Context: an optimization exercise on an open-source flow, tuned for small area. The choices shown serve that exercise and are no tape-out recipe. Only simulation tests tie the RTL to the original design; equivalence was not proved. No activity file was given, so power comes from the tool's default toggle rates.

`flow/design.v`:
```
module dxl_framer (
    input  wire        clk,
    input  wire        rst,
    input  wire        tick,
    input  wire        start,
    input  wire        open_ok,
    input  wire        acc_valid,
    input  wire [31:0] acc_data,
    input  wire        vel_valid,
    input  wire [31:0] vel_data,
    input  wire        pos_valid,
    input  wire [31:0] pos_data,
    output wire        tx_valid,
    output reg  [7:0]  tx_data,
    output wire        tx_last,
    input  wire        tx_ready,
    input  wire        tx_done,
    input  wire        tx_fail,
    output wire        configured,
    output wire        halted,
    output wire        busy,
    output wire        rpt_valid,
    output wire [1:0]  rpt_code,
    output wire [2:0]  rpt_step
);
  localparam [7:0] DRIVE_MODE_VALUE     = 8'h00;
  localparam [7:0] OPERATING_MODE_VALUE = 8'h04;
  reg        c_q, b_q, h_q;
  reg  [1:0] k;         
  reg        snd;       
  reg        wt;        
  reg  [6:0] cnt;       
  reg        pend;
  reg        rpt;
  reg [31:0] xa, xv, xp;    
  reg [31:0] sa, sv, sp;    
  reg  [2:0] z;             
  reg  [2:0] sz;            
  reg [15:0] crc;
  assign configured = c_q;
  assign busy       = b_q;
  assign halted     = h_q;
  assign rpt_valid  = rpt;
  assign rpt_code   = h_q ? {snd, ~snd} : 2'd3;
  assign rpt_step   = {1'b0, k};
  wire       any  = acc_valid | vel_valid | pos_valid;
  wire       idle = c_q & ~b_q;
  wire       go   = idle & (pend | any);
  wire [2:0] bitc    = cnt[2:0];
  wire [3:0] bytec   = cnt[6:3];
  wire       bit7    = (bitc == 3'd7);
  wire       sending = b_q & snd;
  wire       silent  = ~c_q & (bytec[3:2] == 2'b11 ? ~bytec[1] : (bytec == 4'd11));
  wire       is_crc  = (bytec[3:1] == 3'b111);
  wire       is_last = is_crc & bytec[0];
  wire       offer   = sending & ~wt & bit7 & ~silent;
  wire       take    = offer & tx_ready;
  wire       answer  = sending & tx_done;
  wire       snap = b_q & c_q & snd & (k == 2'd0) & (cnt == 7'd0);
  assign tx_valid = offer;
  assign tx_last  = is_last;
  wire       pay_on = c_q & ((bytec[3:2] == 2'b10) ? bytec[1] : (bytec[3:1] == 3'b110));
  wire [1:0] j      = {~bytec[1], bytec[0]};    
  wire [2:0] kon    = {(k == 2'd2) & ~sz[2], (k == 2'd1) & ~sz[1], (k == 2'd0) & ~sz[0]};
  reg  [7:0] pay;
  always @(*) begin
    case (j)
      2'd0: pay = ({8{kon[0]}} & sa[7:0])   | ({8{kon[1]}} & sv[7:0])   | ({8{kon[2]}} & sp[7:0]);
      2'd1: pay = ({8{kon[0]}} & sa[15:8])  | ({8{kon[1]}} & sv[15:8])  | ({8{kon[2]}} & sp[15:8]);
      2'd2: pay = ({8{kon[0]}} & sa[23:16]) | ({8{kon[1]}} & sv[23:16]) | ({8{kon[2]}} & sp[23:16]);
      default: pay = ({8{kon[0]}} & sa[31:24]) | ({8{kon[1]}} & sv[31:24]) | ({8{kon[2]}} & sp[31:24]);
    endcase
  end
  reg [7:0] hdr;
  always @(*) begin
    case (bytec)
      4'd0, 4'd1: hdr = 8'hFF;
      4'd2:       hdr = 8'hFD;
      4'd5:       hdr = c_q ? 8'h09 : 8'h06;
      4'd7:       hdr = 8'h03;
      4'd8:
        case ({c_q, k})
          3'b000, 3'b011: hdr = 8'h40;
          3'b001:  hdr = 8'h0A;
          3'b010:  hdr = 8'h0B;
          3'b100:  hdr = 8'h6C;
          3'b101:  hdr = 8'h70;
          default: hdr = 8'h74;
        endcase
      4'd10:
        case ({c_q, k})
          3'b001:  hdr = DRIVE_MODE_VALUE;
          3'b010:  hdr = OPERATING_MODE_VALUE;
          3'b011:  hdr = 8'h01;
          default: hdr = 8'h00;
        endcase
      default:    hdr = 8'h00;
    endcase
  end
  always @(*)
    tx_data = hdr | ({8{pay_on}} & pay)
                  | ({8{bytec == 4'd14}} & crc[7:0])
                  | ({8{bytec == 4'd15}} & crc[15:8]);
  wire        dbit   = tx_data[~bitc];
  wire        fb     = crc[15] ^ dbit;
  wire [15:0] crc_sh = {crc[14:0], 1'b0} ^ (fb ? 16'h8005 : 16'h0000);
  wire        crc_en = sending & ~wt & ~is_crc & ~silent & (~bit7 | tx_ready);
  wire       settled = cnt[0] & cnt[2] & (c_q ? cnt[4] : (cnt[5] & cnt[6]));
  always @(posedge clk) begin
    if (!sending)
      crc <= 16'h0000;
    else if (crc_en)
      crc <= crc_sh;
    if (acc_valid) xa <= acc_data;
    if (vel_valid) xv <= vel_data;
    if (pos_valid) xp <= pos_data;
    if (snap) begin
      sa <= xa;
      sv <= xv;
      sp <= xp;
      sz <= z;
    end
    if (rst) begin
      c_q  <= 1'b0;
      b_q  <= 1'b0;
      h_q  <= 1'b0;
      k    <= 2'd0;
      snd  <= 1'b0;
      rpt  <= 1'b0;
      pend <= 1'b0;
      z    <= 3'b111;
    end else begin
      z    <= z & ~{pos_valid, vel_valid, acc_valid};
      pend <= ~idle & (pend | any);
      rpt  <= 1'b0;
      if (~c_q & ~b_q & ~h_q) begin
        if (start) begin
          if (open_ok) begin
            b_q <= 1'b1;
            snd <= 1'b1;
            wt  <= 1'b0;
            cnt <= 7'd0;
          end else begin
            h_q <= 1'b1;
            rpt <= 1'b1;
          end
        end
      end else if (go) begin
        b_q <= 1'b1;
        k   <= 2'd0;
        snd <= 1'b1;
        wt  <= 1'b0;
        cnt <= 7'd0;
      end else if (b_q) begin
        if (snd) begin
          if (answer) begin
            if (tx_fail & ~c_q) begin
              b_q <= 1'b0;
              h_q <= 1'b1;
              rpt <= 1'b1;
            end else begin
              rpt <= tx_fail;
              snd <= 1'b0;
              cnt <= 7'd0;
            end
          end else if (take & is_last) begin
            wt <= 1'b1;
          end else if (~bit7 | take | silent) begin
            cnt <= cnt + 7'd1;
          end
        end else if (settled) begin
          if (k == (c_q ? 2'd2 : 2'd3)) begin
            b_q <= 1'b0;
            c_q <= 1'b1;
          end else begin
            k   <= k + 2'd1;
            snd <= 1'b1;
            wt  <= 1'b0;
            cnt <= 7'd0;
          end
        end else if (tick) begin
          cnt <= cnt + 7'd1;
        end
      end
    end
  end
endmodule
```
`flow/constraint.sdc`:
```
create_clock -name core_clock -period 10.0 [get_ports {clk}]
set_input_delay 2.0000 -clock core_clock [delete_from_list [all_inputs] [get_ports {clk}]]
set_output_delay 2.0000 -clock core_clock [all_outputs]
set_load 0.01 [all_outputs]
```
`flow/config.mk`:
```
export PLATFORM = sky130hd
export DESIGN_NAME = dxl_framer
export DESIGN_NICKNAME = dxl_framer
export VERILOG_FILES = /design/flow/design.v
export SDC_FILE = /design/flow/constraint.sdc
export NUM_CORES = 4
export LEC_CHECK = 0
export CAP_MARGIN = 20
export CORE_MARGIN = 2
export CORE_UTILIZATION = 60
export SLEW_MARGIN = 20
```
`flow/flow/my_synth.tcl`:
```
# synth_recipe.tcl (the standard synthesis) with one change: ABC maps the
# logic with the script named by MY_ABC_SCRIPT instead of ORFS's abc_speed.
trace add variable ::abc_script write {apply {{n1 n2 op} { set ::abc_script $::env(MY_ABC_SCRIPT) }}}
proc synth {args} { yosys synth -nofsm -noshare {*}$args }
source $::env(SCRIPTS_DIR)/synth.tcl
# left out here: clear keep_hierarchy, flatten, clean up, hide names made inside functions, write 1_2_yosys.v
```
`flow/flow/synth.abc`:
```
&get -n
&st
&dch
&nf -R 1000
&put
strash
dch -f
map -a
&get -n
&st
&dch
&nf -R 1000
&put
```
`flow/standard.sh`:
```
#!/bin/bash
# synth_recipe.tcl (not shown) runs the flow's synth.tcl, then flattens the netlist and writes it again
# the make line also repeats each setting of config.mk as NAME=value (left out here)
make -C /OpenROAD-flow-scripts/flow DESIGN_CONFIG=/design/flow/config.mk WORK_HOME=/design/flow/orfs CLKGATE_MAP_FILE= SYNTH_SCRIPT=/design/flow/synth_recipe.tcl "${@:-finish}"
```
`flow/flow/run.sh`:
```
#!/bin/bash
# Own layout flow:
#  3. the standard layout (standard.sh) of that netlist, with buf_1
#     port buffers and a clock tree of fewer, larger sink clusters.
# Each tool's output is in its own log file in this folder.
set -euo pipefail
W=$(pwd)
CTS_BUF=${CTS_BUF:-sky130_fd_sc_hd__clkbuf_8}
CTS_SIZE=${CTS_SIZE:-18}
CTS_DIAM=${CTS_DIAM:-60}

bash standard.sh synth > synth_ref.log 2>&1
mv orfs orfs_ref
cp orfs_ref/results/$FLOW_PLATFORM/dxl_framer/base/1_2_yosys.v ref_synth.v

MY_ABC_SCRIPT=$W/flow/synth.abc make -C "$FLOW_HOME" DESIGN_CONFIG=$W/config.mk \
  WORK_HOME=$W/orfs_syn CLKGATE_MAP_FILE= SYNTH_SCRIPT=$W/flow/my_synth.tcl synth \
  > synth_area.log 2>&1
cp orfs_syn/results/$FLOW_PLATFORM/dxl_framer/base/1_2_yosys.v area_synth.v

# flip-flop instances (cell and name) of both netlists must be the same
ffs() { grep -E '^\s*sky130_fd_sc_hd__\S*df\S*\s' "$1" | awk '{print $1, $2}' | sort; }
if cmp -s <(ffs ref_synth.v) <(ffs area_synth.v); then
  NETLIST=$W/area_synth.v
  echo "flip-flops match: using area_synth.v" > netlist_choice.log
else
  NETLIST=$W/ref_synth.v
  echo "flip-flops differ: using ref_synth.v" > netlist_choice.log
fi

export SYNTH_NETLIST_FILES=$NETLIST
export BUFFER_PORTS_ARGS="-buffer_cell sky130_fd_sc_hd__buf_1"
export CTS_ARGS="-sink_clustering_enable -repair_clock_nets -buf_list $CTS_BUF -sink_clustering_size $CTS_SIZE -sink_clustering_max_diameter $CTS_DIAM -dont_use_dummy_load"
bash standard.sh > standard_flow.log 2>&1
```
==> notes.md, run 1 <==
status=no timing/DRC/antenna violations; Layout Nets=813; Max transition margin=36.59%; Clock Path Buffers=3; CTS Hold Buffers Added=0; crit path DAT=3.32 ns; die width=122.4 um; postcts setup bufs=0; GRT Util Overall=23.67%; initial antenna violation count=0; fmax=0.1881 GHz; Worst Setup End Kind=output port; total gr overflow=0; pin count of the biggest net entering global routing=56; row count=43; Final Skew=0.03544 ns; post-cts resize count=0; Tmin final=5.315 ns; H-tree depth=1; final hold violations=0; Hold Crit Class=reg2reg; count of final setup violators=0; Crit Path Max Fanout=24; RSZ-0062 raised after global routing=no; Ports=126; Final Max Slew Viols=0; post-DP HPWL=11,240 um; Mapped Cells=545; clk sinks=230; Syn Nets=659; CP max stage delay=0.49 ns; actual slew at the worst max-slew pin=0.9476 ns; routed wire length=17,080 um; Vias=5,151; CTS clk-pin slew, worst paths=0.10 ns; WL per Instance=19.47 um; Total Power=1648 uW; insertion delay to the later sink of the worst-skew pair=0.50 ns; Placeable Area=13,770 um^2; root buffer cell=clkbuf_8; vias per inst=5.873; vias in the first global route=5,060; Die ar.=14,990 um^2; Initial Utilization=61.08%; synthesis warning total=0; setup TNS=0 ns; PwrDens=174.3 nW/um^2; I/O Buffers=124; Leak Pwr=0.003104 uW; Final period util=53.15%; dpl ws=4.896 ns; crit-path cells=ha_1 -> nor2b_2 -> buf_4 -> a222oi_1 -> o22ai_1 -> a21oi_1 -> a311oi_1 -> nor2_1 -> nand2_1 -> buf_1; layout cells sized above 1=5.308%; Max Cap Viol=0; worst vdd ir=0.1386 mV; Area Growth Syn to Fin=12.36%; drt pass-1 iters=8; total CTS buffers=17; Synth Area per Inst=15.44 um^2; TritonCTS clock tree=done; first-pass GRT wire length=26,720 um; post-route ant nets=0; drc violations=0; routability cong.=0.9363; iteration-0 DRC count of the detailed router=543; Post-Syn Area=8413 um^2; n_diodes=0; chip height=122.4 um; min setup slack post-route=4.685 ns; Critical Path RT=8.00 ns; crit start category=flip-flop; critical path type=reg2out; Slowest-stage cell, CP=dfxtp_1
## layout by cell type, fill, tap and decap left out, types with 7 or more instances in the layout
cell	count
a22oi_1	21
a211oi_1	7
a222oi_1	11
or3_1	7
buf_1	121
clkinv_1	12
nor3_1	26
a31oi_1	7
nand3_1	11
o21ai_0	9
clkbuf_8	17
dfxtp_1	27
nor2_1	65
edfxtp_1	203
nand2_1	43
a21oi_1	24
ha_1	7
buf_4	12
## worst max-delay path: cells and delay by family, from the launching register on
family	cells	cell delay (ns)
buffers and inverters	2	0.54
adder cells (fa/ha/maj)	1	0.27
AO/OA/AOI/OAI	4	0.85
flip-flops	1	0.49
AND/OR/NAND/NOR	3	0.68
## power by group
| group | switching [uW] | internal (uW) |
|---|---|---|
| clock | 259 | 154 |
| sequential | 20.7 | 1090 |
| combinational | 80.5 | 42.4 |
## worst paths after layout
| path | startpoint | end | slack, ns | cells after the start |
|---|---|---|---|---|
| min reg2reg | xv[20] | sv[20] | 0.41 | 0 |
| min | xv[20] | sv[20] | 0.41 | 0 |
| max | k[0] | tx_data[4] | 4.68 | 10 |
| max reg2reg | k[0] | crc[2] | 6.08 | 15 |
## per-stage QoR
stage          instances  hold WS [ns]  utilization (%)  cell area, um^2
2_1_floorplan        545        0.4003                -             8419
3_3_place_gp         860        0.4017            66.89             9213
3_5_place_dp         860        0.4045            66.89             9213
4_1_cts              877        0.4065            68.59             9447
5_1_grt              877        0.4160            68.63             9453
6_report             877        0.4086            68.63             9453
## final cells by class
cell class / count / area [um^2]
Timing Repair Buffer: 136 / 559.3
Sequential cell: 230 / 6636
Clock buffer: 17 / 234.0
Fill cell: 993 / 4320
Multi-Input combinational cell: 302 / 1753
Inverter: 12 / 45.04
Tap cell: 180 / 225.2
## routing by layer
layer  track usage, %  vias up  part of all wire (%)
met5                0        -                     0
met4            5.603        0                   1.6
met3            3.346       19                   6.2
met2            39.17      208                    48
met1            33.87     2503                    44
li1                 -     2421                     -
## flip-flops by register name, indices dropped and copies added, names as in the netlist
register and count:
b_q 1, c_q 1, cnt 7, crc 16
h_q 1, k 2, pend 1, rpt 1
sa 32, snd 1, sp 32, sv 32
sz 3, wt 1, xa 32, xp 32
xv 32, z 3
==> run 2: changes to the inputs <==
--- a/flow/flow/run.sh
+++ b/flow/flow/run.sh
@@ -5,9 +5,9 @@
 # Each tool's output is in its own log file in this folder.
 set -euo pipefail
 W=$(pwd)
-CTS_BUF=${CTS_BUF:-sky130_fd_sc_hd__clkbuf_8}
-CTS_SIZE=${CTS_SIZE:-18}
-CTS_DIAM=${CTS_DIAM:-60}
+CTS_BUF=${CTS_BUF:-sky130_fd_sc_hd__clkbuf_16}
+CTS_SIZE=${CTS_SIZE:-36}
+CTS_DIAM=${CTS_DIAM:-80}
 
 bash standard.sh synth > synth_ref.log 2>&1
 mv orfs orfs_ref
==> notes.md, run 2 <==
RSZ-0062 raised after global routing=no; insertion delay to the later sink of the worst-skew pair=0.47 ns; first-pass GRT wire length=26,490 um; chip height=122.4 um; clk sinks=230; post-DP HPWL=11,240 um; switching part of the total=21.33%; Max transition margin=40.39%; Syn Nets=659; Comb power frac=7.3%; Synth Area per Inst=15.44 um^2; R2R cell count=15; Worst R2R End=crc[2]; internal power=1332 uW; crit start category=flip-flop; Mapped Cells=545; post-cts resize count=0; Clock Path Buffers=3; Area Growth Syn to Fin=12.85%; flop-to-flop setup slack=6.02 ns; Fillers=992; layout cells sized above 1=4.486%; n_diodes=0; hold path depth=0; CTS clk-pin slew, worst paths=0.12 ns; pin count of the biggest net entering global routing=56; actual slew at the worst max-slew pin=0.8909 ns; total CTS buffers=11; CTS Hold Buffers Added=0; GRT Util Overall=23.41%; Hold Crit Class=reg2reg; final hold violations=0; vias in the first global route=5,019; CP max stage delay=0.51 ns; critical path type=reg2out; Final period util=53.51%; Placeable Area=13,770 um^2; Post-Syn Area=8413 um^2; die width=122.4 um; drc violations=0; fmax=0.1869 GHz; Seq pwr share=65.6%; Max Cap Viol=0; vias per inst=5.873; postcts setup bufs=0; synthesis warning total=0; Initial Utilization=61.08%; Slowest-stage cell, CP=dfxtp_1; Final Core Density=68.93%; iteration-0 DRC count of the detailed router=612; crit-path cells=ha_1 -> nor2b_2 -> buf_4 -> a222oi_1 -> o22ai_1 -> a21oi_1 -> a311oi_1 -> nor2_1 -> nand2_1 -> buf_1; Worst Setup End Kind=output port; Ports=126; TritonCTS clock tree=done; routed wire length=17,010 um; most frequent cells in the layout=203 x edfxtp_1, 121 x buf_1, 65 x nor2_1; drt pass-1 iters=5; hold wc startpoint=xa[6]; crit path DAT=3.35 ns; worst vdd ir=0.1903 mV; total net switching power=361.2 uW; row count=43; Critical Path RT=8.00 ns; Layout Nets=807; Final Max Slew Viols=0; Clock power frac=27.1%; Vias=5,115; routability cong.=0.9363; Final Skew=0.04314 ns; Min-Delay Endpoint=sa[6]; Die ar.=14,990 um^2; Leak Pwr=0.003117 uW; Tmin final=5.351 ns; initial antenna violation count=0; status=no timing/DRC/antenna violations; total gr overflow=0; setup TNS=0 ns; WL per Instance=19.53 um; most common cell after layout, fill and taps aside=edfxtp_1; root buffer cell=clkbuf_16; PwrDens=178.4 nW/um^2; Crit Path Max Fanout=24; I/O Buffers=124; post-route ant nets=0; H-tree depth=1; R2R Path Start=k[0]; count of final setup violators=0
-- run 2: cell types whose count changed in the layout (fill, tap and decap cells not counted), sizes merged --
| cell | delta |
|---|---|
| clkbuf | -6 |
-- run 2: worst max path at each step --
stage	start	endpoint	slack (ns)	depth (start not counted)
6_report	k[0]	tx_data[4]	4.65	10
3_5_place_dp	vel_valid	cnt[3]	4.90	7
5_1_grt	k[0]	tx_data[4]	4.45	10
2_1_floorplan	cnt[4]	sa[0]	2.96	2
4_1_cts	k[0]	tx_data[7]	4.69	9
3_3_place_gp	vel_valid	cnt[1]	5.05	7
-- run 2: area by class of cell --
class                   instances  area [um^2]  area share (%)
well taps                     180        225.2           2.372
flip-flops and latches        230         6636           69.90
repair buffers                136        559.3           5.891
inverters                      12        45.04          0.4744
clock buffers                  11        275.3           2.899
multi-input cells             302         1753           18.46
-- run 2: metrics by stage --
stage | instance area, um^2 | hold WS [ns] | cells | total power, uW | setup WS (ns)
6_report | 9494 | 0.4146 | 871 | 1694 | 4.649
2_1_floorplan | 8419 | 0.4003 | 545 | 1191 | 2.960
5_1_grt | 9494 | 0.4262 | 871 | 1753 | 4.452
3_3_place_gp | 9213 | 0.4017 | 860 | 1249 | 5.046
3_5_place_dp | 9213 | 0.4045 | 860 | 1255 | 4.896
4_1_cts | 9488 | 0.4098 | 871 | 1697 | 4.692
-- run 2: power groups by stage --
stage	clock (uW)	sequential, uW	combinational [uW]
2_1_floorplan	0	1130	62.4
3_3_place_gp	0	1130	118
3_5_place_dp	0	1130	121
4_1_cts	463	1110	122
5_1_grt	501	1120	136
6_report	459	1110	123
-- run 2: critical path: cells and delay by family (launching register included) --
| kind | cells | cell delay, ns |
|---|---|---|
| AND/OR/NAND/NOR | 3 | 0.67 |
| adder cells (fa/ha/maj) | 1 | 0.27 |
| buffers and inverters | 2 | 0.54 |
| AO/OA/AOI/OAI | 4 | 0.88 |
| flip-flops | 1 | 0.51 |
-- run 2: metal layers --
| layer | part of all wire (%) | GRT usage, % | up-vias |
|---|---|---|---|
| met5 | 0 | 0 | - |
| met4 | 2.1 | 6.034 | 0 |
| met3 | 5.6 | 2.556 | 22 |
| met2 | 49 | 38.89 | 187 |
| met1 | 44 | 33.66 | 2494 |
| li1 | - | - | 2412 |
==> run 3: changes to the inputs <==
--- a/flow/flow/run.sh
+++ b/flow/flow/run.sh
@@ -5,9 +5,9 @@
 # Each tool's output is in its own log file in this folder.
 set -euo pipefail
 W=$(pwd)
-CTS_BUF=${CTS_BUF:-sky130_fd_sc_hd__clkbuf_16}
-CTS_SIZE=${CTS_SIZE:-36}
-CTS_DIAM=${CTS_DIAM:-80}
+CTS_BUF=${CTS_BUF:-sky130_fd_sc_hd__clkbuf_4}
+CTS_SIZE=${CTS_SIZE:-10}
+CTS_DIAM=${CTS_DIAM:-40}
 
 bash standard.sh synth > synth_ref.log 2>&1
 mv orfs orfs_ref
==> notes.md, run 3 <==
Final Skew=0.07092 ns; row count=43; post-route ant nets=0; crit-path cells=clkinv_1 -> ha_1 -> nor2b_2 -> buf_4 -> a222oi_1 -> o22ai_1 -> a21oi_1 -> a311oi_1 -> nor2_1 -> nand2_1 -> buf_1; vias per inst=5.835; first-pass GRT wire length=26,990 um; Seq pwr share=68.1%; total net switching power=365.5 uW; fmax=0.1826 GHz; post-cts resize count=0; postcts setup bufs=0; actual slew at the worst max-slew pin=0.8828 ns; most frequent cells in the layout=203 x edfxtp_1, 121 x buf_1, 65 x nor2_1; count of final setup violators=0; Slowest-stage cell, CP=nor2b_2; status=no timing/DRC/antenna violations; Post-Syn Area=8413 um^2; total gr overflow=0; internal power=1266 uW; most common cell after layout, fill and taps aside=edfxtp_1; insertion delay to the later sink of the worst-skew pair=0.65 ns; die width=122.4 um; chip height=122.4 um; vias in the first global route=5,218; root buffer cell=clkbuf_4; Area Growth Syn to Fin=12.20%; final hold violations=0; Clock power frac=24.3%; min setup slack post-route=4.522 ns; switching part of the total=22.40%; Worst path top cell family by delay=compound AO/OA/AOI/OAI gates; Total Power=1632 uW; worst path bufs/invs=3; Mapped Cells=545; CTS clk-pin slew, worst paths=0.10 ns; dpl ws=4.896 ns; iteration-0 DRC count of the detailed router=577; Tmin final=5.478 ns; Final Max Slew Viols=0; Leak Pwr=0.003115 uW; RSZ-0062 raised after global routing=no; routability cong.=0.9363; Worst Setup End Kind=output port; drt pass-1 iters=5; CP max stage delay=0.61 ns; Placeable Area=13,770 um^2; Final period util=54.78%; Comb power frac=7.5%; Initial Utilization=61.08%; Vias=5,193; Layout Nets=825; PwrDens=172.9 nW/um^2; worst vdd ir=0.1427 mV; Syn Nets=659; Crit Path Max Fanout=20; routed wire length=17,160 um; initial antenna violation count=2; post-DP HPWL=11,240 um; WL per Instance=19.29 um; critical path type=reg2out; drc violations=0; crit start category=flip-flop; GRT Util Overall=23.86%; CTS Hold Buffers Added=0; synthesis warning total=0; pin count of the biggest net entering global routing=56; I/O Buffers=124; Hold Crit Class=reg2reg; Clock Path Buffers=3; layout cells sized above 1=6.911%; Die ar.=14,990 um^2; Ports=126; H-tree depth=1; TritonCTS clock tree=done; crit path DAT=3.48 ns; Critical Path RT=8.00 ns; total CTS buffers=29; Synth Area per Inst=15.44 um^2; clk sinks=230; Max Cap Viol=0; setup TNS=0 ns; Max transition margin=40.93%
-- run 3: cell type report --
cell class                      count  area, um^2
Multi-Input combinational cell    302        1753
Antenna cell                        1       2.502
Tap cell                          180       225.2
Fill cell                        1012        4334
Inverter                           12       45.04
Sequential cell                   230        6636
Clock buffer                       29       217.7
Timing Repair Buffer              136       559.3
-- run 3: per-stage QoR --
step	cell area, um^2	util [%]	std cells	hold WS (ns)
after detailed placement	9213	66.89	860	0.4045
after CTS	9430	68.47	889	0.3926
after global placement	9213	66.89	860	0.4017
after floorplan	8419	-	545	0.4003
after global routing	9439	68.53	890	0.3974
final	9439	68.53	890	0.3938
-- run 3: worst paths after layout --
| kind | startpoint | end | slack (ns) | cells after the start |
|---|---|---|---|---|
| worst min register to register | xa[6] | sa[6] | 0.39 | 0 |
| worst max register to register | k[0] | crc[15] | 6.07 | 16 |
| worst min-delay path | xa[6] | sa[6] | 0.39 | 0 |
| worst max-delay path | k[0] | tx_data[4] | 4.52 | 11 |
-- run 3: layer usage --
| metal | vias to the layer above | wire length [um] | GRT usage, % |
|---|---|---|---|
| met3 | 30 | 1159 | 3.485 |
| met5 | - | 0 | 0 |
| met1 | 2472 | 7307 | 33.49 |
| li1 | 2457 | - | - |
| met2 | 234 | 8370 | 39.41 |
| met4 | 0 | 326 | 7.040 |
-- run 3: power groups by stage --
| stage | registers [uW] | clock network (uW) | logic [uW] |
|---|---|---|---|
| 2_1_floorplan | 1130 | 0 | 62.4 |
| 3_3_place_gp | 1130 | 0 | 118 |
| 3_5_place_dp | 1130 | 0 | 121 |
| 4_1_cts | 1110 | 410 | 122 |
| 5_1_grt | 1120 | 452 | 136 |
| 6_report | 1110 | 397 | 123 |
==> run 4: changes to the inputs <==
--- a/flow/config.mk
+++ b/flow/config.mk
@@ -5,7 +5,7 @@
 export SDC_FILE = /design/flow/constraint.sdc
 export NUM_CORES = 4
 export LEC_CHECK = 0
-export CAP_MARGIN = 20
+export CAP_MARGIN = 5
 export CORE_MARGIN = 2
 export CORE_UTILIZATION = 60
-export SLEW_MARGIN = 20
+export SLEW_MARGIN = 5
==> notes.md, run 4 <==
vias per inst=5.835; row count=43; insertion delay to the later sink of the worst-skew pair=0.65 ns; Max Cap Viol=0; postcts setup bufs=0; post-route ant nets=0; TritonCTS clock tree=done; status=no timing/DRC/antenna violations; count of final setup violators=0; worst vdd ir=0.1427 mV; Fillers=1,012; Die ar.=14,990 um^2; Leak Pwr=0.003115 uW; drt pass-1 iters=5; Clock Path Buffers=3; Area Growth Syn to Fin=12.20%; grt peak-use layer=met2; Slowest-stage cell, CP=nor2b_2; WL per Instance=19.29 um; layout cells sized above 1=6.911%; vias in the first global route=5,218; Final Max Slew Viols=0; Final Skew=0.07092 ns; met2 Use GR=39.41%; Hold Crit Class=reg2reg; PwrDens=172.9 nW/um^2; Final period util=54.78%; met3 Usage GRT=3.485%; CP max stage delay=0.61 ns; min setup slack post-route=4.522 ns; crit-path cells=clkinv_1 -> ha_1 -> nor2b_2 -> buf_4 -> a222oi_1 -> o22ai_1 -> a21oi_1 -> a311oi_1 -> nor2_1 -> nand2_1 -> buf_1; most frequent cells in the layout=203 x edfxtp_1, 121 x buf_1, 65 x nor2_1; Final Core Density=68.53%; most common cell after layout, fill and taps aside=edfxtp_1; iteration-0 DRC count of the detailed router=577; GRT Util Overall=23.86%; fmax=0.1826 GHz; pin count of the biggest net entering global routing=56; crit path DAT=3.48 ns; first-pass GRT wire length=26,990 um; post-DP HPWL=11,240 um; Mapped Cells=545; final hold violations=0; Initial Utilization=61.08%; Worst Setup End Kind=output port; dpl ws=4.896 ns; chip height=122.4 um; Placeable Area=13,770 um^2; Post-Syn Area=8413 um^2; initial antenna violation count=2; Syn Nets=659; total gr overflow=0; Critical Path RT=8.00 ns; synthesis warning total=0; CTS Hold Buffers Added=0; clk sinks=230; Total Power=1632 uW; Vias=5,193; routability cong.=0.9363; Layout Nets=825; I/O Buffers=124; H-tree depth=1; Ports=126; setup TNS=0 ns; Crit Path Max Fanout=20; routed wire length=17,160 um; actual slew at the worst max-slew pin=0.8828 ns; drc violations=0; met1 usage=33.49%; total CTS buffers=29; Synth Area per Inst=15.44 um^2; Tmin final=5.478 ns; die width=122.4 um; post-cts resize count=0; crit start category=flip-flop; Max transition margin=40.93%; critical path type=reg2out; CTS clk-pin slew, worst paths=0.10 ns; RSZ-0062 raised after global routing=no; root buffer cell=clkbuf_4
-- run 4: metrics by stage --
stage / instance area (um^2) / cells / hold WS [ns]
after floorplan: 8419 / 545 / 0.4003
after global placement: 9213 / 860 / 0.4017
after detailed placement: 9213 / 860 / 0.4045
after CTS: 9430 / 889 / 0.3926
after global routing: 9439 / 890 / 0.3974
final: 9439 / 890 / 0.3938
-- run 4: final cells by class --
| type | instances | area (um^2) | share of cell area (%) |
|---|---|---|---|
| timing repair buffer | 136 | 559.3 | 5.925 |
| multi-input combinational | 302 | 1753 | 18.57 |
| sequential | 230 | 6636 | 70.31 |
| tap | 180 | 225.2 | 2.386 |
| inverter | 12 | 45.04 | 0.4772 |
| antenna | 1 | 2.502 | 0.02651 |
| clock buffer | 29 | 217.7 | 2.306 |
-- run 4: worst max-delay path: cells and delay by family (launching register included) --
kind	cells	cell delay [ns]
compound gates	4	0.84
fa+ha+maj	1	0.17
flops	1	0.40
simple gates	3	0.82
buf+inv	3	0.62
-- run 4: metal layers --
layer | wire, um | part of all wire (%) | vias to the layer above
li1 | - | - | 2457
met5 | 0 | 0 | -
met2 | 8370 | 49 | 234
met3 | 1159 | 6.8 | 30
met1 | 7307 | 43 | 2472
met4 | 326 | 1.9 | 0
-- run 4: worst paths after layout --
path | endpoint | slack (ns) | start | depth (start not counted)
setup / recovery | tx_data[4] | 4.52 | k[0] | 11
hold / removal | sa[6] | 0.39 | xa[6] | 0
setup reg to reg | crc[15] | 6.07 | k[0] | 16
hold reg to reg | sa[6] | 0.39 | xa[6] | 0
-- run 4: report_power, final --
part	internal, uW	leakage [uW]	switching (uW)
clock	133	0.000133	264
sequential	1090	0.00212	20.8
combinational	42.4	0.000858	80.7
==> run 5: changes to the inputs <==
==> flow/config.mk (replaced) <==
export PLATFORM = sky130hd
export DESIGN_NAME = dxl_framer
export DESIGN_NICKNAME = dxl_framer
export VERILOG_FILES = /design/flow/design.v
export SDC_FILE = /design/flow/constraint.sdc
export NUM_CORES = 4
export LEC_CHECK = 0
export CAP_MARGIN = 20
export CORE_MARGIN = 2
export CORE_UTILIZATION = 72
export SLEW_MARGIN = 20
==> notes.md, run 5 <==
Placeable Area=11,420 um^2; Max transition margin=26.23%; postcts setup bufs=0; actual slew at the worst max-slew pin=1.104 ns; total gr overflow=0; crit start category=flip-flop; Max Cap Viol=0; Final Max Slew Viols=0; vias per inst=6.294; insertion delay to the later sink of the worst-skew pair=0.65 ns; count of final setup violators=0; Crit Path Max Fanout=20; first-pass GRT wire length=26,500 um; Vias=5,331; status=no timing/DRC/antenna violations; final hold violations=0; vias in the first global route=5,202; R2R cell count=14; post-route ant nets=0; routed wire length=16,820 um; Die ar.=12,570 um^2; flop-to-flop setup slack=6.11 ns; drt pass-1 iters=6; Final period util=54.58%; final std cells w/o fill=847; Mapped Cells=545; PwrDens=175.2 nW/um^2; initial antenna violation count=0; die width=112.1 um; Tmin final=5.458 ns; Syn Nets=659; crit path DAT=3.46 ns; Placed Cells=816; Synth Area per Inst=15.44 um^2; TritonCTS clock tree=done; routability cong.=0.9855; Hold Crit Class=reg2reg; post-cts resize count=0; Leak Pwr=0.003091 uW; chip height=112.1 um; total CTS buffers=31; R2R Path Start=k[0]; RSZ-0062 raised after global routing=no; critical path type=reg2out; fmax=0.1832 GHz; WL per Instance=19.86 um; CP endpoint=tx_data[0]; worst vdd ir=0.1515 mV; Initial Utilization=73.68%; Final Skew=0.08806 ns; setup TNS=0 ns; root buffer cell=clkbuf_4; iteration-0 DRC count of the detailed router=616; Layout Nets=820; Clock Path Buffers=3; Worst Setup End Kind=output port; pin count of the biggest net entering global routing=100; I/O Buffers=124; H-tree depth=1; CTS clk-pin slew, worst paths=0.09 ns; n_diodes=0; synthesis warning total=0; clk sinks=230; Post-Syn Area=8413 um^2; start point of the critical path=k[0]; most common cell after layout, fill and taps aside=edfxtp_1; Critical Path RT=8.00 ns; post-DP HPWL=11,160 um; Ports=126; CTS Hold Buffers Added=0; row count=39; layout cells sized above 1=6.250%; Worst R2R End=crc[2]; most frequent cells in the layout=203 x edfxtp_1, 121 x buf_1, 65 x nor2_1; drc violations=0; Area Growth Syn to Fin=11.21%; GRT Util Overall=27.28%
## run 5: cell types whose count changed in the layout (fill, tap and decap cells not counted)
cell	change
o21ai_0	-1
buf_6	+1
o21ai_1	+1
diode_2	-1
clkbuf_4	+2
buf_4	-8
## run 5: worst max-delay path, stage by stage, from the launching register on
cell and delay [ns]:
dfxtp_1 0.38, clkinv_1 0.10, ha_1 0.19, nor2b_2 0.56, buf_4 0.37, a222oi_1 0.14
o22ai_1 0.24, nor3_1 0.10, a311oi_1 0.43, a2111o_1 0.21, buf_1 0.16
## run 5: where the power goes
group          switching, uW  leakage [uW]  internal, uW
Combinational           75.3      0.000824          40.2
Sequential              26.1       0.00212          1090
Clock                    265      0.000143           141
Total                    366       0.00309          1270
## run 5: area by class of cell
| class | instances | area (um^2) |
|---|---|---|
| inverters | 12 | 45.04 |
| flip-flops and latches | 230 | 6636 |
| repair buffers | 129 | 510.5 |
| multi-input cells | 302 | 1753 |
| fillers | 636 | 2062 |
| well taps | 143 | 178.9 |
| clock buffers | 31 | 232.7 |
## run 5: worst min path at each step
stage,startpoint,endpoint,slack (ns),cells after the start
6_report,xv[1],sv[1],0.39,0
5_1_grt,xv[1],sv[1],0.38,0
4_1_cts,xv[1],sv[1],0.38,0
3_5_place_dp,xp[10],sp[10],0.40,0
3_3_place_gp,xa[13],sa[13],0.40,0
2_1_floorplan,xa[0],sa[0],0.40,0
## run 5: per-stage QoR
step	total power, uW	worst slack, ns	instance area, um^2	util (%)	hold slack, ns
finish	1639	4.542	9356	81.94	0.3876
global route	1699	4.261	9356	81.94	0.3790
CTS	1643	4.543	9353	81.91	0.3798
detailed placement	1253	4.951	9120	79.87	0.4045
global placement	1243	4.758	9114	79.82	0.4012
floorplan	1191	2.960	8419	-	0.4003
## run 5: per-layer routing
metal | global-route usage, % | vias to the layer above | part of all wire, % | wire [um]
li1 | - | 2450 | - | -
met1 | 38.99 | 2492 | 40 | 6729
met2 | 44.34 | 349 | 48 | 8110
met3 | 4.212 | 40 | 8.9 | 1492
met4 | 9.431 | 0 | 2.9 | 488
met5 | 0 | - | 0 | 0
==> run 6: changes to the inputs <==
==> flow/flow/run.sh (replaced) <==
#!/bin/bash
# Own layout flow:
#  3. the standard layout (standard.sh) of that netlist, with buf_1
#     port buffers and a clock tree of small clusters of clkbuf_4.
# Each tool's output is in its own log file in this folder.
set -euo pipefail
W=$(pwd)
P=$FLOW_PLATFORM

bash standard.sh synth > synth_ref.log 2>&1
mv orfs orfs_ref
cp orfs_ref/results/$P/dxl_framer/base/1_2_yosys.v ref_synth.v

ffs() { grep -E '^\s*sky130_fd_sc_hd__\S*df\S*\s' "$1" | awk '{print $1, $2}' | sort; }
area() { grep 'Chip area' "$1" | awk '{print $NF}'; }

NETLIST=$W/ref_synth.v
BEST=$(area orfs_ref/reports/$P/dxl_framer/base/synth_stat.txt)
echo "reference: $BEST" > netlist_choice.log
for S in flow/abc_*.abc; do
  N=$(basename $S .abc)
  if MY_ABC_SCRIPT=$W/$S make -C "$FLOW_HOME" DESIGN_CONFIG=$W/config.mk \
      WORK_HOME=$W/orfs_syn_$N CLKGATE_MAP_FILE= SYNTH_SCRIPT=$W/flow/my_synth.tcl synth \
      > synth_$N.log 2>&1; then
    A=$(area orfs_syn_$N/reports/$P/dxl_framer/base/synth_stat.txt)
    cp orfs_syn_$N/results/$P/dxl_framer/base/1_2_yosys.v synth_$N.v
    if cmp -s <(ffs ref_synth.v) <(ffs synth_$N.v); then
      echo "$N: $A" >> netlist_choice.log
      if awk -v a="$A" -v b="$BEST" 'BEGIN { exit !(a < b) }'; then
        BEST=$A; NETLIST=$W/synth_$N.v
      fi
    else
      echo "$N: $A (flip-flops differ, not used)" >> netlist_choice.log
    fi
  else
    echo "$N: synthesis failed" >> netlist_choice.log
  fi
done
echo "using $NETLIST ($BEST)" >> netlist_choice.log

export SYNTH_NETLIST_FILES=$NETLIST
export BUFFER_PORTS_ARGS="-buffer_cell sky130_fd_sc_hd__buf_1"
export CTS_ARGS="-sink_clustering_enable -repair_clock_nets -buf_list sky130_fd_sc_hd__clkbuf_4 -sink_clustering_size 10 -sink_clustering_max_diameter 40 -dont_use_dummy_load"
bash standard.sh > standard_flow.log 2>&1
==> flow/flow/abc_a.abc (new file) <==
&get -n
&st
&dch
&nf -R 1000
&put
strash
dch -f
map -a
&get -n
&st
&dch
&nf -R 1000
&put
==> flow/flow/abc_b.abc (new file) <==
&get -n
&st
&dch
&nf -R 1000
&put
==> flow/flow/abc_c.abc (new file) <==
&get -n
&st
&dc2
&dch
&nf -R 1000
&put
==> flow/flow/abc_d.abc (new file) <==
strash
dc2
dc2
&get -n
&st
&dch
&nf -R 1000
&put
==> flow/flow/abc_e.abc (new file) <==
strash
&get -n
&fraig -x
&put
scorr
dc2
strash
dch -f
map -a
--- a/flow/config.mk
+++ b/flow/config.mk
@@ -7,5 +7,5 @@
 export LEC_CHECK = 0
 export CAP_MARGIN = 20
 export CORE_MARGIN = 2
-export CORE_UTILIZATION = 72
+export CORE_UTILIZATION = 60
 export SLEW_MARGIN = 20
removed: flow/flow/synth.abc
==> notes.md, run 6 <==
count of final setup violators=0; vias per inst=5.835; GRT Util Overall=23.86%; total CTS buffers=29; worst vdd ir=0.1427 mV; Crit Path Max Fanout=20; Leak Pwr=0.003115 uW; setup TNS=0 ns; actual slew at the worst max-slew pin=0.8828 ns; routability cong.=0.9363; vias in the first global route=5,218; root buffer cell=clkbuf_4; Hold Crit Class=reg2reg; TritonCTS clock tree=done; initial antenna violation count=2; first-pass GRT wire length=26,990 um; postcts setup bufs=0; Synth Area per Inst=15.44 um^2; Final period util=54.78%; I/O Buffers=124; critical path type=reg2out; routed wire length=17,160 um; most common cell after layout, fill and taps aside=edfxtp_1; metal3 WL=1159 um; Worst Setup End Kind=output port; dpl ws=4.896 ns; PwrDens=172.9 nW/um^2; CTS Hold Buffers Added=0; multi-input combinational cell area=1753 um^2; drt pass-1 iters=5; crit path DAT=3.48 ns; CP max stage delay=0.61 ns; Area Growth Syn to Fin=12.20%; die width=122.4 um; clk sinks=230; Post-Syn Area=8413 um^2; Clock Path Buffers=3; met2 wire length=8370 um; Final Skew=0.07092 ns; Die ar.=14,990 um^2; crit start category=flip-flop; chip height=122.4 um; Slowest-stage cell, CP=nor2b_2; layout cells sized above 1=6.911%; row count=43; H-tree depth=1; final std cells w/o fill=890; drc violations=0; pin count of the biggest net entering global routing=56; WL per Instance=19.29 um; crit-path cells=clkinv_1 -> ha_1 -> nor2b_2 -> buf_4 -> a222oi_1 -> o22ai_1 -> a21oi_1 -> a311oi_1 -> nor2_1 -> nand2_1 -> buf_1; Initial Utilization=61.08%; CTS clk-pin slew, worst paths=0.10 ns; post-route ant nets=0; Mapped Cells=545; fmax=0.1826 GHz; Top Layer Used=met4; register area=6636 um^2; min setup slack post-route=4.522 ns; M1 WL=7307 um; status=no timing/DRC/antenna violations; Max transition margin=40.93%; Placeable Area=13,770 um^2; total gr overflow=0; Ports=126; synthesis warning total=0; final hold violations=0; Total Power=1632 uW; Max Cap Viol=0; Tmin final=5.478 ns; insertion delay to the later sink of the worst-skew pair=0.65 ns; Critical Path RT=8.00 ns; Syn Nets=659; post-cts resize count=0; most frequent cells in the layout=203 x edfxtp_1, 121 x buf_1, 65 x nor2_1; post-DP HPWL=11,240 um; Layout Nets=825; RSZ-0062 raised after global routing=no; Fillers=1,012; Vias=5,193; Final Max Slew Viols=0; Placed Cells=860; WHS=0.3938 ns; iteration-0 DRC count of the detailed router=577
## run 6: metal layers
layer	vias to the layer above	GRT usage, %
li1	2457	-
met4	0	7.040
met5	-	0
met3	30	3.485
met2	234	39.41
met1	2472	33.49
## run 6: stage by stage
step / instance area [um^2] / util [%]
finish: 9439 / 68.53
global route: 9439 / 68.53
CTS: 9430 / 68.47
detailed placement: 9213 / 66.89
global placement: 9213 / 66.89
floorplan: 8419 / -
## run 6: worst max-delay path: cells and delay by family (launching register included)
kind	cells	cell delay, ns
AOI/OAI and AO/OA	4	0.84
adders and majority gates	1	0.17
buffers and inverters	3	0.62
DFF	1	0.40
and+or+nand+nor	3	0.82
## run 6: cell type report
| class | count | share of cell area, % |
|---|---|---|
| multi-input cells | 302 | 18.57 |
| inverters | 12 | 0.4772 |
| clock buffers | 29 | 2.306 |
| well taps | 180 | 2.386 |
| diodes | 1 | 0.02651 |
| repair buffers | 136 | 5.925 |
| flip-flops and latches | 230 | 70.31 |
## run 6: path summary, 6_finish.rpt
check             start          to  slack, ns  cells after the start
setup / recovery   k[0]  tx_data[4]       4.52                     11
hold / removal    xa[6]       sa[6]       0.39                      0
setup reg to reg   k[0]     crc[15]       6.07                     16
hold reg to reg   xa[6]       sa[6]       0.39                      0
## run 6: where the power goes
group | total (uW) | switching [uW] | internal, uW
sequential | 1110 | 20.8 | 1090
clock | 397 | 264 | 133
combinational | 123 | 80.7 | 42.4
==> run 7: changes to the inputs <==
==> flow/flow/abc_f.abc (new file) <==
&get -n
&st
&deepsyn -T 20
&nf -R 1000
&put
==> flow/flow/abc_g.abc (new file) <==
&get -n
&st
&deepsyn -T 60
&nf -R 1000
&put
--- a/flow/config.mk
+++ b/flow/config.mk
@@ -7,5 +7,5 @@
 export LEC_CHECK = 0
 export CAP_MARGIN = 20
 export CORE_MARGIN = 2
-export CORE_UTILIZATION = 60
+export CORE_UTILIZATION = 76
 export SLEW_MARGIN = 20
==> notes.md, run 7 <==
Die ar.=11,790 um^2; switching part of the total=21.10%; register area=6636 um^2; drt pass-1 iters=8; dpl ws=5.368 ns; WHS=0.4086 ns; routed wire length=17,740 um; routability cong.=0.9640; worst vdd ir=0.1618 mV; pin count of the biggest net entering global routing=76; synthesis warning total=0; min setup slack post-route=4.805 ns; most frequent cells in the layout=203 x edfxtp_1, 121 x buf_1, 43 x a21oi_1, 43 x a22oi_1, 35 x nand2_1; Final Core Density=85.86%; met1 usage=42.36%; start point of the critical path=cnt[4]; grt peak-use layer=met2; fin area=9226 um^2; hold wc startpoint=xv[13]; CTS Hold Buffers Added=0; CTS clk-pin slew, worst paths=0.09 ns; met3 Usage GRT=6.631%; initial antenna violation count=0; vias in the first global route=5,197; actual slew at the worst max-slew pin=1.022 ns; die width=108.6 um; met2 Use GR=50.40%; Crit Path Max Fanout=12; Placeable Area=10,750 um^2; crit path DAT=3.20 ns; setup TNS=0 ns; layout cells sized above 1=6.119%; n_diodes=0; Final Max Slew Viols=0; Clock Path Buffers=3; GRT Util Overall=31.00%; Placed Area=9011 um^2; TritonCTS clock tree=done; Syn Nets=628; H-tree depth=1; first-pass GRT wire length=26,890 um; Vias=5,311; Initial Utilization=77.33%; Clock power frac=24.8%; post-route ant nets=0; total net switching power=332.3 uW; fmax=0.1925 GHz; status=no timing/DRC/antenna violations; total CTS buffers=28; Synth Area per Inst=16.17 um^2; crit-path cells=or2_0 -> nor2_1 -> nand3_1 -> and3_1 -> o2111ai_1 -> buf_1; Worst Setup End Kind=output port; root buffer cell=clkbuf_4; multi-input combinational cell area=1638 um^2; worst path bufs/invs=1; Fillers=494; CP max stage delay=0.64 ns; Layout Nets=786; insertion delay to the later sink of the worst-skew pair=0.64 ns; row count=38; RSZ-0062 raised after global routing=no; critical path type=reg2out; Final Skew=0.08725 ns; total gr overflow=0; Final period util=51.95%; WL per Instance=21.90 um; post-cts resize count=0; drc violations=0; final hold violations=0; internal power=1242 uW; Seq pwr share=70.2%; Ports=126; clk sinks=230; Mapped Cells=514; I/O Buffers=124; Max Cap Viol=0; Comb power frac=4.9%; Tmin final=5.195 ns; R2R Path Start=k[1]; post-DP HPWL=11,730 um; count of final setup violators=0; iteration-0 DRC count of the detailed router=681; Slowest-stage cell, CP=or2_0; crit start category=flip-flop; Critical Path RT=8.00 ns; most common cell after layout, fill and taps aside=edfxtp_1; Max transition margin=31.90%; Leak Pwr=0.003068 uW; chip height=108.6 um; vias per inst=6.557; Area Growth Syn to Fin=11.04%; postcts setup bufs=0; PwrDens=170.7 nW/um^2; Hold Crit Class=reg2reg; Post-Syn Area=8309 um^2; Worst path top cell family by delay=simple AND/OR/NAND/NOR gates
run 7: metrics by stage:
step	instances	total power [uW]
5_1_grt	810	1621
4_1_cts	810	1575
3_3_place_gp	782	1193
6_report	810	1575
2_1_floorplan	514	1153
3_5_place_dp	782	1203
run 7: final timing paths:
check                                   to  slack, ns  depth (start not counted)
worst max-delay path            tx_data[2]       4.80                          6
worst min-delay path                sv[13]       0.41                          0
worst max register to register     crc[15]       6.23                         11
worst min register to register      sv[13]       0.41                          0
run 7: layout make-up:
type,instances,area share [%]
sequential,230,71.93
tap,140,1.899
inverter,16,0.6509
timing repair buffer,129,5.492
multi-input combinational,267,17.75
clock buffer,28,2.278
run 7: power groups by stage:
stage | clock [uW] | combinational (uW) | sequential (uW)
after floorplan | 0 | 34.1 | 1120
after global placement | 0 | 70.0 | 1120
after detailed placement | 0 | 75.5 | 1130
after CTS | 393 | 75.8 | 1110
after global routing | 426 | 85.4 | 1110
final | 391 | 77.8 | 1110
run 7: layer usage:
layer	share of wire, %	routed length [um]	vias to the layer above
li1	-	-	2351
met5	0	0	-
met3	11	1910	59
met4	3.3	590	0
met1	38	6669	2516
met2	48	8567	385
==> run 8: changes to the inputs <==
--- a/flow/config.mk
+++ b/flow/config.mk
@@ -7,5 +7,5 @@
 export LEC_CHECK = 0
 export CAP_MARGIN = 20
 export CORE_MARGIN = 2
-export CORE_UTILIZATION = 76
+export CORE_UTILIZATION = 72
 export SLEW_MARGIN = 20
==> notes.md, run 8 <==
vias in the first global route=4,962; first-pass GRT wire length=25,610 um; Die ar.=12,420 um^2; Clock Path Buffers=3; post-DP HPWL=10,720 um; initial antenna violation count=0; chip height=111.4 um; met3 Usage GRT=3.919%; PwrDens=169.9 nW/um^2; most common cell after layout, fill and taps aside=edfxtp_1; Post-Syn Area=8309 um^2; count of final setup violators=0; fmax=0.1860 GHz; Final Max Slew Viols=0; routability cong.=1.022; setup TNS=0 ns; post-route ant nets=0; WHS=0.4120 ns; Syn Nets=628; Worst Setup End Kind=output port; met2 Use GR=41.22%; register area=6636 um^2; Ports=126; vias per inst=6.274; GRT Util Overall=26.37%; crit path DAT=3.38 ns; TritonCTS clock tree=done; I/O Buffers=124; Max Cap Viol=0; layout cells sized above 1=5.970%; worst vdd ir=0.1526 mV; met1 usage=40.23%; synthesis warning total=0; Hold Crit Class=reg2reg; crit start category=flip-flop; Area Growth Syn to Fin=10.96%; Leak Pwr=0.003064 uW; drc violations=0; Tmin final=5.376 ns; Crit Path Max Fanout=17; actual slew at the worst max-slew pin=1.070 ns; Mapped Cells=514; CTS Hold Buffers Added=0; CP max stage delay=0.70 ns; worst path bufs/invs=3; insertion delay to the later sink of the worst-skew pair=0.63 ns; Layout Nets=786; total gr overflow=0; post-cts resize count=0; WL per Instance=19.80 um; most used cell, CP=a22oi_1; H-tree depth=1; Worst path top cell family by delay=simple AND/OR/NAND/NOR gates; crit-path cells=clkinv_1 -> ha_1 -> nor2b_2 -> buf_4 -> a22oi_1 -> a22oi_1 -> nand4_1 -> o2111ai_1 -> buf_1; Slowest-stage cell, CP=nor2b_2; Fillers=629; Initial Utilization=73.40%; final hold violations=0; pin count of the biggest net entering global routing=66; row count=39; Vias=5,101; most frequent cells in the layout=203 x edfxtp_1, 121 x buf_1, 43 x a21oi_1, 43 x a22oi_1, 35 x nand2_1; routed wire length=16,100 um; status=no timing/DRC/antenna violations; Final Skew=0.04741 ns; clk sinks=230; RSZ-0062 raised after global routing=no; total CTS buffers=28; multi-input combinational cell area=1628 um^2; die width=111.4 um; Final period util=53.76%; Placeable Area=11,320 um^2; CTS clk-pin slew, worst paths=0.10 ns; critical path type=reg2out; drt pass-1 iters=5; Max transition margin=28.41%; Synth Area per Inst=16.17 um^2; iteration-0 DRC count of the detailed router=624; grt peak-use layer=met2; Critical Path RT=8.00 ns; root buffer cell=clkbuf_4; n_diodes=0; postcts setup bufs=0
## run 8: power breakdown
| part | switching, uW | internal [uW] | leakage, uW | total [uW] |
|---|---|---|---|---|
| clock network | 259 | 128 | 0.000129 | 387 |
| registers | 17.3 | 1090 | 0.00212 | 1100 |
| logic | 48.3 | 26.6 | 0.000811 | 74.9 |
| total | 324 | 1240 | 0.00306 | 1570 |
## run 8: final timing paths
| check | from | to | slack (ns) | cells after the start |
|---|---|---|---|---|
| max | k[0] | tx_data[2] | 4.62 | 9 |
| min reg2reg | xa[28] | sa[28] | 0.41 | 0 |
| min | xa[28] | sa[28] | 0.41 | 0 |
| max reg2reg | k[0] | crc[2] | 6.20 | 13 |
## run 8: final cells by class
class                   count  share of cell area, %
clock buffers              28                  2.280
well taps                 143                  1.941
inverters                  16                 0.6514
repair buffers            129                  5.496
flip-flops and latches    230                  71.98
multi-input cells         267                  17.66
## run 8: metal layers
layer  share of wire [%]  wire length, um
met3                 8.5             1364
met1                  42             6772
met2                  48             7704
met4                 1.6              257
met5                   0                0
## run 8: metrics by stage
| step | power [uW] | cells | area, um^2 | utilization [%] | setup WS, ns |
|---|---|---|---|---|---|
| final | 1566 | 813 | 9220 | 81.44 | 4.624 |
| after global routing | 1624 | 813 | 9220 | 81.44 | 4.480 |
| after CTS | 1573 | 813 | 9220 | 81.44 | 4.671 |
| after detailed placement | 1200 | 785 | 9010 | 79.59 | 5.239 |
| after global placement | 1193 | 785 | 9000 | 79.50 | 5.271 |
| after floorplan | 1153 | 514 | 8309 | - | 1.276 |
==> run 9: changes to the inputs <==
--- a/flow/flow/run.sh
+++ b/flow/flow/run.sh
@@ -40,5 +40,5 @@
 
 export SYNTH_NETLIST_FILES=$NETLIST
 export BUFFER_PORTS_ARGS="-buffer_cell sky130_fd_sc_hd__buf_1"
-export CTS_ARGS="-sink_clustering_enable -repair_clock_nets -buf_list sky130_fd_sc_hd__clkbuf_4 -sink_clustering_size 10 -sink_clustering_max_diameter 40 -dont_use_dummy_load"
+export CTS_ARGS="-sink_clustering_enable -repair_clock_nets -buf_list sky130_fd_sc_hd__clkbuf_4 -sink_clustering_size 12 -sink_clustering_max_diameter 30 -dont_use_dummy_load"
 bash standard.sh > standard_flow.log 2>&1
==> notes.md, run 9 <==
status=no timing/DRC/antenna violations; Ports=126; PwrDens=173.8 nW/um^2; register area=6636 um^2; layout cells sized above 1=7.080%; synthesis warning total=0; routed wire length=16,170 um; insertion delay to the later sink of the worst-skew pair=0.58 ns; Leak Pwr=0.003101 uW; Total Power=1613 uW; vias per inst=6.241; vias in the first global route=5,025; crit start category=flip-flop; CTS Hold Buffers Added=0; routability cong.=1.022; Syn Nets=628; Layout Nets=794; CTS clk-pin slew, worst paths=0.10 ns; total CTS buffers=36; post-DP HPWL=10,720 um; RSZ-0062 raised after global routing=no; H-tree depth=2; Worst Setup End Kind=output port; worst path bufs/invs=3; Slowest-stage cell, CP=nor2b_2; total gr overflow=0; Mapped Cells=514; Final Skew=0.07069 ns; die width=111.4 um; Post-Syn Area=8309 um^2; first-pass GRT wire length=25,700 um; most used cell, CP=a22oi_1; start point of the critical path=k[0]; I/O Buffers=124; pin count of the biggest net entering global routing=66; post-cts resize count=0; fin area=9280 um^2; Crit Path Max Fanout=17; Final Max Slew Viols=0; most frequent cells in the layout=203 x edfxtp_1, 121 x buf_1, 43 x a21oi_1, 43 x a22oi_1, 36 x clkbuf_4; critical path type=reg2out; Placed Area=9010 um^2; post-route ant nets=0; Fillers=617; crit-path cells=clkinv_1 -> ha_1 -> nor2b_2 -> buf_4 -> a22oi_1 -> a22oi_1 -> nand4_1 -> o2111ai_1 -> buf_1; row count=39; Final period util=53.20%; GRT Util Overall=26.64%; postcts setup bufs=0; n_diodes=0; fmax=0.1880 GHz; Worst path top cell family by delay=simple AND/OR/NAND/NOR gates; drt pass-1 iters=7; Area Growth Syn to Fin=11.68%; Hold Crit Class=reg2reg; multi-input combinational cell area=1628 um^2; setup TNS=0 ns; Placeable Area=11,320 um^2; Clock Path Buffers=3; actual slew at the worst max-slew pin=1.033 ns; Critical Path RT=8.00 ns; iteration-0 DRC count of the detailed router=682; worst vdd ir=0.1559 mV; most common cell after layout, fill and taps aside=edfxtp_1; Tmin final=5.320 ns; CP max stage delay=0.70 ns; Die ar.=12,420 um^2; chip height=111.4 um; TritonCTS clock tree=done; clk sinks=230; drc violations=0; Vias=5,124; WL per Instance=19.69 um; crit path DAT=3.32 ns; root buffer cell=clkbuf_4; hold wc startpoint=xp[2]; Max Cap Viol=0; R2R Path Start=k[0]; Synth Area per Inst=16.17 um^2; Max transition margin=30.87%; Initial Utilization=73.40%; count of final setup violators=0; initial antenna violation count=0; final hold violations=0
-- run 9: cell types whose count changed in the layout (fill, tap and decap cells not counted) --
cell	before	now
clkbuf_4	28	36
-- run 9: worst paths after layout --
kind | end | slack, ns | cells after the start
setup reg to reg | crc[2] | 6.19 | 13
setup / recovery | tx_data[2] | 4.68 | 9
hold / removal | sp[2] | 0.39 | 0
hold reg to reg | sp[2] | 0.39 | 0
-- run 9: final cells by class --
| type | instances | area share [%] |
|---|---|---|
| Tap cell | 143 | 1.928 |
| Inverter | 16 | 0.6472 |
| Timing Repair Buffer | 129 | 5.460 |
| Sequential cell | 230 | 71.51 |
| Multi-Input combinational cell | 267 | 17.54 |
| Clock buffer | 36 | 2.912 |
-- run 9: per-stage QoR --
| stage | utilization, % | cells | setup slack (ns) | hold WS [ns] |
|---|---|---|---|---|
| 6_report | 81.97 | 821 | 4.680 | 0.3936 |
| 5_1_grt | 81.97 | 821 | 4.538 | 0.3978 |
| 3_5_place_dp | 79.59 | 785 | 5.239 | 0.4045 |
| 3_3_place_gp | 79.50 | 785 | 5.271 | 0.4006 |
| 2_1_floorplan | - | 514 | 1.276 | 0.4003 |
| 4_1_cts | 81.97 | 821 | 4.750 | 0.3976 |
-- run 9: routing by layer --
layer / track usage (%) / share of wire, %
met1: 39.29 / 43
met2: 41.79 / 48
met3: 5.498 / 7.9
met4: 7.737 / 1.7
met5: 0 / 0
-- run 9: power breakdown --
part	internal [uW]	switching (uW)	total, uW
combinational	26.6	48.4	74.9
sequential	1090	17.3	1100
clock	166	267	433
total	1280	333	1610

port drivers added, routing unchanged:
In the flow no input, the clock included, has a driving cell. The finished layouts below were timed again as built, in two steps. Step 1: set_driving_cell puts a clkbuf_16 on clk and a buf_2 on each other input, an assumption about the parent block. Step 2 moves the port delays by t, midway between the first and last clock arrival at a register: inputs arrive t later, outputs are due t later. That takes back most of the time a late clock gives input paths. Three values: ideal ports, drivers, drivers and shift; two values: the first two.
run | t, ns | setup WS [ns] | clock arrival spread, ns | worst slew at a driven data input, ns
run 1 | 0.523 | 4.685 / 4.649 / 5.172 | 0.038 / 0.038 | 0.04
run 2 | 0.499 | 4.649 / 4.603 / 5.102 | 0.045 / 0.044 | 0.04
run 3 | 0.647 | 4.522 / 4.485 / 5.133 | 0.071 / 0.071 | 0.04
run 4 | 0.647 | 4.522 / 4.485 / 5.133 | 0.071 / 0.071 | 0.04
run 5 | 0.634 | 4.542 / 4.510 / 4.919 | 0.088 / 0.088 | 0.05
run 6 | 0.647 | 4.522 / 4.485 / 5.133 | 0.071 / 0.071 | 0.04
run 7 | 0.633 | 4.805 / 4.771 / 5.404 | 0.088 / 0.087 | 0.05
run 8 | 0.636 | 4.624 / 4.591 / 5.227 | 0.047 / 0.048 | 0.05
run 9 | 0.574 | 4.680 / 4.646 / 5.220 | 0.071 / 0.070 | 0.05
After both steps setup and hold are still met in every run listed.
